This is an optimization exercise on Yosys and OpenROAD, whose aim is small area, not a production implementation.
In this exercise RTL edits were held to simulation tests only and were not proved equivalent to the original.
No activity file was given, so power comes from the tool's default toggle rates.

==> v5 <==
==> flow/design.v (excerpt) <==
module ltt (
    input  wire        clk,
    input  wire        rst,
    input  wire        op_valid,
    input  wire [47:0] op_word,
    output reg         op_done,
    output reg         op_err,
    output wire [7:0]  op_res,
    output wire        irq,
    output wire        txd,
    input  wire        rxd
);
export LEC_CHECK = 0
export ABC_AREA = 1
export CAP_MARGIN = 20
export CORE_MARGIN = 2
export CORE_UTILIZATION = 40
export SLEW_MARGIN = 20
create_clock -name core_clock -period 10.0 [get_ports {clk}]
standard.sh (not shown) runs the stock make flow with config.mk's settings and CLKGATE_MAP_FILE= SYNTH_SCRIPT=/design/flow/synth_recipe.tcl, a recipe that flattens the netlist after the stock synthesis.
==> flow/flow/run.sh <==
#!/bin/bash
set -euo pipefail
export BUFFER_PORTS_ARGS="-buffer_cell sky130_fd_sc_hd__buf_1"
export CTS_ARGS="-sink_clustering_enable -repair_clock_nets -dont_use_dummy_load -sink_clustering_size 10 -sink_clustering_max_diameter 70 -buf_list sky130_fd_sc_hd__clkbuf_4"

bash standard.sh synth > standard_synth.log 2>&1

RES=orfs/results/$FLOW_PLATFORM/ltt/base
PLAT=$FLOW_HOME/platforms/$FLOW_PLATFORM
cp $RES/1_2_yosys.v standard_1_2_yosys.v
export RESYN_NETLIST=$RES/1_2_yosys.v
export RESYN_LIB=$PLAT/lib/sky130_fd_sc_hd__tt_025C_1v80.lib
export RESYN_DONT_USE="$(make -s -C $FLOW_HOME DESIGN_CONFIG=$PWD/config.mk print-DONT_USE_CELLS 2>/dev/null | sed -n 's/^DONT_USE_CELLS: //p')"
echo "dont_use: $RESYN_DONT_USE" > resyn_dont_use.log
[[ -n "$RESYN_DONT_USE" ]]
yosys -c flow/resyn.tcl > resyn.log 2>&1
rm -f $RES/1_synth.odb $RES/1_synth.sdc

bash standard.sh > standard_layout.log 2>&1
==> flow/flow/resyn.tcl <==
# Re-map the combinational logic of the standard synthesis netlist for area,
# keeping every register instance (name, cell type and connections) as it is.
# Several ABC scripts are tried; the netlist with the smallest cell area is
# kept. Reads and writes $::env(RESYN_NETLIST).
yosys -import
set lib $::env(RESYN_LIB)
set net $::env(RESYN_NETLIST)
set dont_use {}
foreach c $::env(RESYN_DONT_USE) { lappend dont_use -dont_use $c }

read_liberty -ignore_miss_func $lib
# registers stay black boxes, so flatten leaves their instances untouched
setattr -mod -set blackbox 1 sky130_fd_sc_hd__dfxtp_1 sky130_fd_sc_hd__edfxtp_1
read_verilog $net
hierarchy -top $::env(FLOW_TOP)
flatten
opt -full
design -save base

set scripts [list \
  "strash; &get -n; &fraig -x; &put; scorr; dc2; dretime; strash; &get -n; &dch -f; &nf; &put" \
  "strash; dc2; dch -f; amap -F 10 -A 10; topo" \
  "strash; dc2; dch -f; amap -F 20 -A 20; topo" \
  "strash; dc2; dc2; dch -f; amap; topo" \
  "strash; ifraig; dc2; dch -f; amap -F 10 -A 10; topo" \
  "strash; dc2; drw -z; drf -z; dc2; dch -f; amap -F 10 -A 10; topo" ]
set best -1
set best_area 0
set i 0
foreach s $scripts {
  design -load base
  set f [open resyn_script_$i.abc w]
  puts $f $s
  close $f
  abc -liberty $lib {*}$dont_use -script resyn_script_$i.abc
  opt_clean -purge
  set a [tee -q -s result.string stat -liberty $lib]
  regexp {Chip area for module '[^']*': ([0-9.]+)} $a -> area
  puts "RESYN script $i area $area"
  if { $best < 0 || $area < $best_area } {
    set best $i
    set best_area $area
    design -save best
  }
  incr i
}
puts "RESYN chosen script $best area $best_area"
design -load best
splitnets
opt_clean -purge
hilomap -singleton -hicell sky130_fd_sc_hd__conb_1 HI -locell sky130_fd_sc_hd__conb_1 LO
insbuf -buf sky130_fd_sc_hd__buf_4 A X
check
tee -o resyn_stat.txt stat -liberty $lib
write_verilog -noattr -nohex -nodec $net
==> v19 (differences from v5) <==
--- a/flow/design.v
+++ b/flow/design.v
@@ -2,11 +2,10 @@
     input  wire        clk,
     input  wire        rst,
     input  wire        do_cfg,       
     input  wire        do_stop,      
     input  wire        do_clr,       
-    input  wire        do_wst,       
     input  wire        do_cb,        
     input  wire        waiting,      
     input  wire [15:0] a,
     input  wire [15:0] b,
     input  wire [2:0]  ps,
@@ -17,11 +16,10 @@
     output wire        wait_done
 );
     reg [15:0] count;
     reg [15:0] compare;
     reg [2:0]  psel;
-    reg        mode;
     reg        run;
     reg        if_flag;
     reg [9:0]  pdiv;
     reg        cb;
     reg [7:0]  ticks;
@@ -29,24 +27,23 @@
     wire ge3 = psel[2] | (psel[1] & psel[0]);
     wire ge4 = psel[2];
     wire ge5 = psel[2] & psel[0];
     wire cnt_ev = run & (~ge2 | (&pdiv[2:0] & (~ge3 | (&pdiv[5:3] &
                   (~ge4 | (&pdiv[7:6] & (~ge5 | &pdiv[9:8])))))));
-    wire at_top = mode ? (count == compare) : &count;
+    wire at_top = (count == compare);
     wire fire   = cnt_ev & at_top;
+    wire [7:0] ticks_inc = ticks + 8'd1;
     wire       tick_inc  = if_flag & cb;
-    wire [7:0] ticks_inc = (do_wst ? ~n : ticks) + {7'd0, tick_inc};
-    wire       complete  = tick_inc & waiting & (ticks == 8'hFE);
+    wire       complete  = tick_inc & waiting & (ticks_inc == n);
     assign irq        = if_flag;
     assign ticks_zero = (ticks == 8'd0);
     assign wait_done  = complete;
     always @(posedge clk) begin
         pdiv <= do_cfg ? 10'd0 : pdiv + 10'd1;
         if (do_cfg) begin
             count   <= a;
-            compare <= b;
-            mode    <= m;
+            compare <= m ? b : 16'hFFFF;
             psel    <= ps;
         end else if (cnt_ev) begin
             count <= at_top ? 16'd0 : count + 16'd1;
         end
     end
@@ -62,11 +59,11 @@
                 run <= 1'b1;
             else if (do_stop | complete)
                 run <= 1'b0;
             if (do_clr | complete)
                 ticks <= 8'd0;
-            else if (tick_inc | do_wst)
+            else if (tick_inc)
                 ticks <= ticks_inc;
             if (do_cb)
                 cb <= 1'b1;
         end
     end
@@ -109,22 +106,20 @@
 endmodule
 module ltt_uart_rx (
     input  wire       clk,
     input  wire       rst,
     input  wire       rxd,
-    output wire       ready,
     output reg        valid,
     output wire [7:0] data
 );
     reg       s1, s2;
     reg       active;
     reg       stph;      
     reg [6:0] baud;
     reg [8:0] sh;
     wire tick = (baud == 7'd92);
-    assign data  = sh[8:1];
-    assign ready = active & tick & ~stph & ~sh[0] & sh[1];
+    assign data = sh[8:1];
     always @(posedge clk) begin
         if (rst) begin
             s1     <= 1'b1;
             s2     <= 1'b1;
             active <= 1'b0;
@@ -157,11 +152,10 @@
     end
 endmodule
 module ltt_rx_fifo (
     input  wire       clk,
     input  wire       rst,
-    input  wire       prep,
     input  wire       push,
     input  wire [7:0] wdata,
     input  wire       pop,
     input  wire       pop_late,
     output wire [7:0] rdata,
@@ -176,15 +170,15 @@
     wire [3:0] hc_dec = (hc == 4'd0) ? 4'd8 : hc - 4'd1;
     wire [3:0] tc_dec = (tc == 4'd0) ? 4'd8 : tc - 4'd1;
     wire       full    = (tc == hc_dec);
     wire       do_push = push & (~full | pop_late);
     wire       do_pop  = pop | pop_late;
-    wire       wr_now  = pend & (tc == 4'd0);
+    wire       wr_now  = pend & (tc == 4'd1);
     assign empty = (tc == hc);
     assign hnext = hc_dec;
     assign rin   = wr_now ? wdata : ring[0];
-    assign rdata = ring[hc];
+    assign rdata = (pend & (tc_dec == hc)) ? wdata : ring[hc];
     integer i;
     always @(posedge clk) begin
         for (i = 0; i < 8; i = i + 1)
             ring[i] <= ring[i+1];
         ring[8] <= rin;
@@ -195,11 +189,11 @@
             tc   <= 4'd0;
             pend <= 1'b0;
         end else begin
             hc   <= do_pop ? hc : hc_dec;
             tc   <= do_push ? tc : tc_dec;
-            pend <= prep | (pend & ~wr_now);
+            pend <= do_push | (pend & ~wr_now);
         end
     end
 endmodule
 module ltt (
     input  wire        clk,
@@ -235,20 +229,18 @@
     wire op4 = (opsel == 4'h4);
     wire n_zero   = (f_n == 8'd0);
     wire wait_ok  = op4 & ps_ok & ticks_zero;
     wire t_cfg    = accept & ((op1 & ps_ok) | (wait_ok & ~n_zero));
     wire t_clr    = accept & wait_ok & n_zero;
-    wire t_wst    = accept & wait_ok & ~n_zero;
     wire t_stop   = (accept & op3) | t_clr;
     wire t_cb     = accept & op2 & (f_n == 8'h01);
     ltt_timer u_timer (
         .clk        (clk),
         .rst        (rst),
         .do_cfg     (t_cfg),
         .do_stop    (t_stop),
         .do_clr     (t_clr),
-        .do_wst     (t_wst),
         .do_cb      (t_cb),
         .waiting    (busy & is4),
         .a          (f_a),
         .b          (f_b),
         .ps         (f_ps),
@@ -256,18 +248,16 @@
         .n          (f_n),
         .irq        (irq),
         .ticks_zero (ticks_zero),
         .wait_done  (wait_done)
     );
-    wire       rx_ready;
     wire       rx_valid;
     wire [7:0] rx_data;
     ltt_uart_rx u_rx (
         .clk   (clk),
         .rst   (rst),
         .rxd   (rxd),
-        .ready (rx_ready),
         .valid (rx_valid),
         .data  (rx_data)
     );
     reg        pop_late;    
     wire [7:0] q_data;
@@ -276,11 +266,10 @@
     wire [7:0] q_rin;
     wire       q_pop = busy & isB & ~q_empty;
     ltt_rx_fifo u_rxq (
         .clk      (clk),
         .rst      (rst),
-        .prep     (rx_ready),
         .push     (rx_valid),
         .wdata    (rx_data),
         .pop      (q_pop),
         .pop_late (pop_late),
         .rdata    (q_data),
--- a/flow/flow/run.sh
+++ b/flow/flow/run.sh
@@ -1,9 +1,9 @@
 #!/bin/bash
 set -euo pipefail
 export BUFFER_PORTS_ARGS="-buffer_cell sky130_fd_sc_hd__buf_1"
-export CTS_ARGS="-sink_clustering_enable -repair_clock_nets -dont_use_dummy_load -sink_clustering_size 10 -sink_clustering_max_diameter 70 -buf_list sky130_fd_sc_hd__clkbuf_4"
+export CTS_ARGS="-sink_clustering_enable -repair_clock_nets -dont_use_dummy_load -sink_clustering_size 10 -sink_clustering_max_diameter 40 -buf_list sky130_fd_sc_hd__clkbuf_4"
 
 bash standard.sh synth > standard_synth.log 2>&1
 
 RES=orfs/results/$FLOW_PLATFORM/ltt/base
 PLAT=$FLOW_HOME/platforms/$FLOW_PLATFORM
--- a/flow/flow/resyn.tcl
+++ b/flow/flow/resyn.tcl
@@ -19,13 +19,11 @@
 
 set scripts [list \
   "strash; &get -n; &fraig -x; &put; scorr; dc2; dretime; strash; &get -n; &dch -f; &nf; &put" \
   "strash; dc2; dch -f; amap -F 10 -A 10; topo" \
   "strash; dc2; dch -f; amap -F 20 -A 20; topo" \
-  "strash; dc2; dc2; dch -f; amap; topo" \
-  "strash; ifraig; dc2; dch -f; amap -F 10 -A 10; topo" \
-  "strash; dc2; drw -z; drf -z; dc2; dch -f; amap -F 10 -A 10; topo" ]
+  "strash; dc2; dc2; dch -f; amap; topo" ]
 set best -1
 set best_area 0
 set i 0
 foreach s $scripts {
   design -load base
==> summary.txt <==
total power - 2.59 mW
reg2reg start - u_rxq.hc[3]
post-synthesis cell area - 11400 um^2
switch share - 28.3%
vias post-DR - 8200
internal power - 1.86 mW
Worst Slack Setup Final - 4.17 ns
largest net degree at the start of global routing - 43
ClkCell Share - 2.87%
Die X - 173 um
Buf/Inv on CP - 2
GRT met2 Usage - 25.4%
Logic pwr share - 14.0%
status - finished clean
Tcrit/Tclk final - 58.3%
Post-Syn Area per Cell - 10.5 um^2
sequential cell count - 353
core area - 27900 um^2
fraction of area in registers - 60.5%
Die Area - 29900 um^2
Levels on crit path - 9
Detailed Route WL - 24900 um
(the above is from v19)
==> summary.txt <==
vias post-DR - 7865
internal power - 1.87 mW
Die Area - 29500 um^2
Tcrit/Tclk final - 52.7%
switch share - 28.2%
proportion of layout cells with a drive suffix above 1 - 4.17%
Buf/Inv on CP - 3
post-synthesis cell area - 11200 um^2
GRT met2 Usage - 25.4%
Post-Syn Area per Cell - 10.6 um^2
fraction of area in registers - 61.8%
ClkCell Share - 2.50%
reg2reg start - u_rxq.hc[1]
total power - 2.61 mW
pre-CTS WS - 4.45 ns
Worst Slack Setup Final - 4.73 ns
Levels on crit path - 7
Logic pwr share - 14.9%
status - finished clean
(the above is from v5)

[static timing again, ports no longer ideal]
In the flow no input, the clock included, has a driving cell. The finished layouts below were timed again as built, in two steps. Step 1: set_driving_cell puts a clkbuf_16 on clk and a buf_2 on each other input, an assumption about the parent block. Step 2 moves the port delays by t, midway between the first and last clock arrival at a register: inputs arrive t later, outputs are due t later. That takes back most of the time a late clock gives input paths. Three values: no drivers, after step 1, after step 2; two values: the first two.
run	t, ns	setup slack, ns	worst setup path at the end	latest minus earliest clock arrival (ns)	worst register clock-pin slew, ns
v5	0.688	4.727 / 4.686 / 4.312	input to register	0.078 / 0.078	0.12 / 0.12
v19	0.680	4.166 / 4.126 / 4.429	input to register	0.072 / 0.072	0.10 / 0.10
After both steps setup and hold are still met in every run listed. For v5, which loses most, drivers alone change the setup slack by -0.041 ns; drivers and shift together by -0.415 ns.
